This is an optimization exercise on Yosys and OpenROAD, whose aim is small area, a short achievable clock period and few clock cycles, not a production implementation.
The RTL was checked by simulation tests, not by an equivalence proof against the original design.
Power is estimated from default activity; no workload was simulated.

==> flow/design.v <==
module pwm_calc #(
    parameter [31:0] OSC_HZ     = 32'd10000000,
    parameter [15:0] PRESCALE   = 16'd16,
    parameter integer RES       = 8,
    parameter [15:0] FREQ_SCALE = 16'd100
) (
    input  wire        clk,
    input  wire        rst,
    input  wire        req_valid,
    input  wire        req_write,
    input  wire [7:0]  req_off,
    input  wire [31:0] req_data,
    output reg         resp_valid,
    output reg  [1:0]  resp_code,
    output reg  [31:0] resp_data
);
    localparam [63:0] N     = OSC_HZ * FREQ_SCALE;           
    localparam [63:0] DSC   = 4 * PRESCALE;                   
    localparam integer DW   = RES + 3;                        
    localparam [63:0] K     = (2 * N) / DSC;                  
    localparam [31:0] FMIN  = (N + (DSC << RES) - 1) / (DSC << RES);  
    localparam [31:0] FMAX  = N / DSC;                        
    localparam [31:0] T1    = K / 3;
    localparam [31:0] T2    = K / 5;
    localparam [31:0] T3    = K / 7;
    localparam [31:0] T4    = K / 9;
    localparam [31:0] T16   = K / 33;
    localparam integer FW   = 22;                             
    function automatic le_const(input [31:0] x, input [31:0] c);
        integer i;
        begin
            le_const = 1'b1;
            for (i = 0; i < 32; i = i + 1)
                le_const = c[i] ? (!x[i] || le_const) : (!x[i] && le_const);
        end
    endfunction
    localparam [1:0] RESP_OKAY   = 2'd0;
    localparam [1:0] RESP_CMDERR = 2'd1;
    localparam [1:0] RESP_BUSERR = 2'd2;
    localparam [1:0] ERR_NONE    = 2'd0;
    localparam [1:0] ERR_RANGE   = 2'd1;
    localparam [1:0] ERR_NOINIT  = 2'd2;
    localparam [1:0] ERR_BADPCT  = 2'd3;
    reg [RES-1:0] period;    
    reg [DW-1:0]  duty;      
    reg [1:0]     err;
    reg           init;
    reg           duty_cur;
    reg           dv_busy;   
    reg           dv_first;  
    reg [2:0]     dv_cnt;    
    reg [FW-1:0]  dv_rem;
    reg [FW-1:0]  dv_f;
    reg [1:0]     p_code;    
    reg           du_busy;   
    reg [2:0]     du_j;      
    reg           du_b;      
    reg           du_last;   
    reg [4:0]     du_r;      
    reg [2:0]     pct_a;     
    reg [4:0]     pct_c;     
    wire off_f   = (req_off == 8'h00);
    wire off_p   = (req_off == 8'h04);
    wire off_per = (req_off == 8'h08);
    wire off_dut = (req_off == 8'h0C) || (req_off == 8'h10) || (req_off == 8'h14);
    wire mapped  = (req_off[1:0] == 2'b00) && (req_off <= 8'h28);
    wire f_in_range = !le_const(req_data, FMIN - 1) && le_const(req_data, FMAX);
    wire pct_ok     = le_const(req_data, 32'd100);
    wire stall = req_write ? ((off_f && (dv_busy || du_busy)) ||
                              (off_p && (du_busy || (dv_busy && !dv_first))))
                           : ((off_per && dv_busy) || (off_dut && du_busy));
    reg [31:0] rd_data;
    always @(*) begin
        case (req_off)
            8'h08:   rd_data = {{(32-RES){1'b0}}, period};
            8'h0C:   rd_data = {{(32-DW){1'b0}}, duty};
            8'h10:   rd_data = {{(32-DW+2){1'b0}}, duty[DW-1:2]};
            8'h14:   rd_data = {30'd0, duty[1:0]};
            8'h18:   rd_data = {28'd0, duty_cur, init, err};
            8'h1C:   rd_data = OSC_HZ;
            8'h20:   rd_data = {16'd0, PRESCALE};
            8'h24:   rd_data = RES;
            8'h28:   rd_data = {16'd0, FREQ_SCALE};
            default: rd_data = 32'd0;
        endcase
    end
    always @(*) begin
        resp_valid = req_valid && !stall;
        resp_data  = req_write ? 32'd0 : rd_data;
        resp_code[1] = !mapped || (req_write && !off_f && !off_p);
        resp_code[0] = req_write && ((off_f && !f_in_range) ||
                                     (off_p && (!init || !pct_ok)));
    end
    wire accept = req_valid && !stall;
    wire do_f   = accept && req_write && off_f;
    wire do_p   = accept && req_write && off_p;
    wire ge1  = le_const(req_data, T1);
    wire ge2  = le_const(req_data, T2);
    wire ge3  = le_const(req_data, T3);
    wire ge4  = le_const(req_data, T4);
    wire ge16 = le_const(req_data, T16);
    wire [24:0] h_full = (K[24:0] - {3'b0, req_data[FW-1:0]}) >> 1;
    wire [FW:0]   dv_sh   = {dv_rem, period[RES-1]};
    wire [FW+1:0] dv_diff = {1'b0, dv_sh} - {2'b0, dv_f};
    wire          dv_fit  = !dv_diff[FW+1];
    wire [5:0] du_c12  = {1'b0, pct_c} + 6'd12;
    wire [6:0] du_c212 = {1'b0, pct_c, 1'b0} + 7'd12;
    wire [6:0] du_k    = du_last ? (du_b ? du_c212 : {1'b0, du_c12})
                                 : (du_b ? {2'b0, pct_c} : 7'd0);
    wire [3:0] du_a    = (du_last && du_b) ? {pct_a, 1'b0} :
                         (du_last || du_b) ? {1'b0, pct_a} : 4'd0;
    wire [6:0] du_t    = {1'b0, du_r, 1'b0} + du_k;            
    wire [2:0] du_q    = (du_t >= 7'd100) ? 3'd4 : (du_t >= 7'd75) ? 3'd3 :
                         (du_t >= 7'd50)  ? 3'd2 : (du_t >= 7'd25) ? 3'd1 : 3'd0;
    wire [6:0] du_rn   = du_t - du_q * 7'd25;
    wire [DW-1:0] du_x  = {duty[DW-2:0], 1'b0} + {{(DW-4){1'b0}}, du_a};
    wire [DW-4:0] du_xi = du_x[DW-1:3] + 1'b1;
    wire [3:0]    du_lo = {1'b0, du_x[2:0]} + {1'b0, du_q};
    wire [DW-1:0] du_qn = {du_lo[3] ? du_xi : du_x[DW-1:3], du_lo[2:0]};
    wire [6:0] pct_in = req_data[6:0];
    wire [2:0] pa_in  = (pct_in >= 7'd100) ? 3'd4 : (pct_in >= 7'd75) ? 3'd3 :
                        (pct_in >= 7'd50)  ? 3'd2 : (pct_in >= 7'd25) ? 3'd1 : 3'd0;
    wire [4:0] pc_in  = pct_in - pa_in * 7'd25;
    wire [2:0] p_top  = (p_code == 2'd3) ? 3'd7 : (p_code == 2'd2) ? 3'd3 :
                        (p_code == 2'd1) ? 3'd1 : 3'd0;
    wire       p_one  = (p_code == 2'd0);
    wire       p_topb = period[p_top] && !p_one;
    wire [2:0] p_next = p_one ? 3'd0 : p_top - 1'b1;
    wire [2:0] b_idx  = du_busy ? du_j - 1'b1 : p_next;
    always @(posedge clk) begin
        if (dv_busy) begin
            dv_rem <= dv_fit ? dv_diff[FW-1:0] : dv_sh[FW-1:0];
            dv_cnt <= dv_cnt - 1'b1;
        end else begin
            dv_rem <= ge16 ? {{(FW-17){1'b0}}, h_full[24:8]} : {1'b0, h_full[24:4]};
            dv_cnt <= ge16 ? 3'd7 : 3'd3;
            dv_f   <= req_data[FW-1:0];
        end
        if (du_busy) begin
            du_r    <= du_rn[4:0];
            du_j    <= du_j - 1'b1;
            du_last <= (du_j == 3'd1);
        end else begin
            du_r  <= (p_topb && !dv_busy) ? pc_in : 5'd0;
            du_j  <= dv_busy ? p_top : p_next;
            du_last <= dv_busy ? 1'b0 : (p_next == 3'd0);
            pct_a <= pa_in;
            pct_c <= pc_in;
        end
        du_b <= dv_busy ? dv_fit : period[b_idx];
    end
    always @(posedge clk) begin
        if (rst) begin
            period   <= {RES{1'b0}};
            duty     <= {DW{1'b0}};
            err      <= ERR_NONE;
            init     <= 1'b0;
            duty_cur <= 1'b0;
            dv_busy  <= 1'b0;
            dv_first <= 1'b0;
            du_busy  <= 1'b0;
        end else begin
            if (dv_busy) begin
                period   <= {period[RES-2:0], dv_fit};
                dv_first <= 1'b0;
                if (dv_cnt == 3'd0) dv_busy <= 1'b0;
            end
            if (du_busy) begin
                duty <= du_qn;
                if (du_last) du_busy <= 1'b0;
            end
            if (do_f) begin
                if (!f_in_range) begin
                    err <= ERR_RANGE;
                end else begin
                    err      <= ERR_NONE;
                    init     <= 1'b1;
                    duty_cur <= 1'b0;
                    if (!ge4) begin
                        period <= {{(RES-2){1'b0}}, ge2, ge1 ^ ge2 ^ ge3};
                        p_code <= {1'b0, ge2};
                    end else begin
                        period   <= ge16 ? h_full[7:0] : {h_full[3:0], 4'b0};
                        dv_busy  <= 1'b1;
                        dv_first <= 1'b1;
                        p_code   <= ge16 ? 2'd3 : 2'd2;
                    end
                end
            end
            if (do_p) begin
                if (!init) begin
                    err <= ERR_NOINIT;
                end else if (!pct_ok) begin
                    err <= ERR_BADPCT;
                end else begin
                    err      <= ERR_NONE;
                    duty_cur <= 1'b1;
                    du_busy  <= 1'b1;
                    duty <= (p_topb && !dv_busy) ? {{(DW-3){1'b0}}, pa_in} : {DW{1'b0}};
                end
            end
        end
    end
endmodule
make LEC_CHECK=0 CAP_MARGIN=20 CORE_MARGIN=2 CORE_UTILIZATION=40 CTS_BUF_LIST='sky130_fd_sc_hd__clkbuf_4 sky130_fd_sc_hd__clkbuf_8' SETUP_SLACK_MARGIN=3.0 SLEW_MARGIN=20 finish   # period 8.0 ns
run.sh (not shown) runs the stock make flow with config.mk's settings and CLKGATE_MAP_FILE= SYNTH_SCRIPT=/design/flow/synth_recipe.tcl, a recipe that flattens the netlist after the stock synthesis.
Testbench counts at the start, summed over its fixed seeds: cycles 8,596.
Then changed:
Settings changed: SETUP_SLACK_MARGIN 3.0 to 3.25.
The changed run finished clean.
Total power rose by 8.2%.
Routed wire length rose by 1.6%.
Critical path depth rose by 1.
Final area rose by 2.3%.
Setup slack improved by 0.0097 ns.
Core utilization rose by 1.1 points.
Via count rose by 1.4%.
Die area does not change.
Cell count rose by 1.1%.
Clock power rose by 26%.
Hold slack got worse by 0.010 ns.
Then changed:
Settings changed: CAP_MARGIN 20 to 5, SETUP_SLACK_MARGIN 3.25 to 3.0, SLEW_MARGIN 20 to 5.
Effect: The changed run produced a clean layout. Setup slack loses 0.0097 ns. Power is lower by 7.6%. Global-route usage barely changes. Routed wire length is lower by 1.6%. Cell area is lower by 2.3%. Synthesized cell count does not change.
Then changed:
Settings changed: CAP_MARGIN 5 to 20, SETUP_SLACK_MARGIN 3.0 to 2.8, SLEW_MARGIN 5 to 20.
After rerunning: The new run produced a clean layout. Clock skew hardly moves. Setup slack is worse by 0.39 ns. Core utilization goes down by 0.49 points. Non-clock buffer count goes down by 7. Global-route usage goes down by 0.15 points. Sequential power barely changes. Power goes down slightly. Fmax goes down by a little under a tenth. Combinational power hardly moves. Synthesized area stays the same. Cell count goes down slightly.
Then changed:
Settings changed: SETUP_SLACK_MARGIN 2.8 to 3.15.
Power hardly moves.
Sequential cell count does not change.
Wire length came out higher by 1.2%.
Worst hold slack loses 0.010 ns.
Via count came out higher by 1.6%.

==> afterwards: timing with drivers on the ports <==
How much do the figures lean on ideal ports? The routed layouts below were timed once more, with nothing changed but the port constraints.
Step 1 assumes that a clkbuf_16 drives the clock port and a buf_2 every other input.
Step 2 also shifts input and output timing later by t, the mid clock arrival at the registers, as if the neighbouring blocks saw the same clock.
Slacks: ideal / step 1 / step 2; pairs: ideal / step 1.
| run | shift t [ns] | slack for setup (ns) | worst hold slack (ns) | worst setup path at the end | worst data-port slew with drivers (ns) |
|---|---|---|---|---|---|
| the first run | 0.417 | 3.058 / 3.036 / 3.036 | 0.395 / 0.395 / 0.395 | input to output | 0.07 |
| the second run | 0.409 | 3.068 / 3.037 / 3.037 | 0.385 / 0.385 / 0.385 | input to output | 0.07 |
| the third run | 0.417 | 3.058 / 3.036 / 3.036 | 0.395 / 0.395 / 0.395 | input to output | 0.07 |
| the fourth run | 0.417 | 2.673 / 2.653 / 2.653 | 0.396 / 0.396 / 0.396 | input to output | 0.06 |
| the fifth run | 0.413 | 3.150 / 3.087 / 3.087 | 0.386 / 0.386 / 0.386 | input to output | 0.08 |
After both steps every run listed still meets setup and hold. The setup slack of the fifth run, which loses most, moves by -0.063 ns with the drivers and by -0.063 ns with both steps.
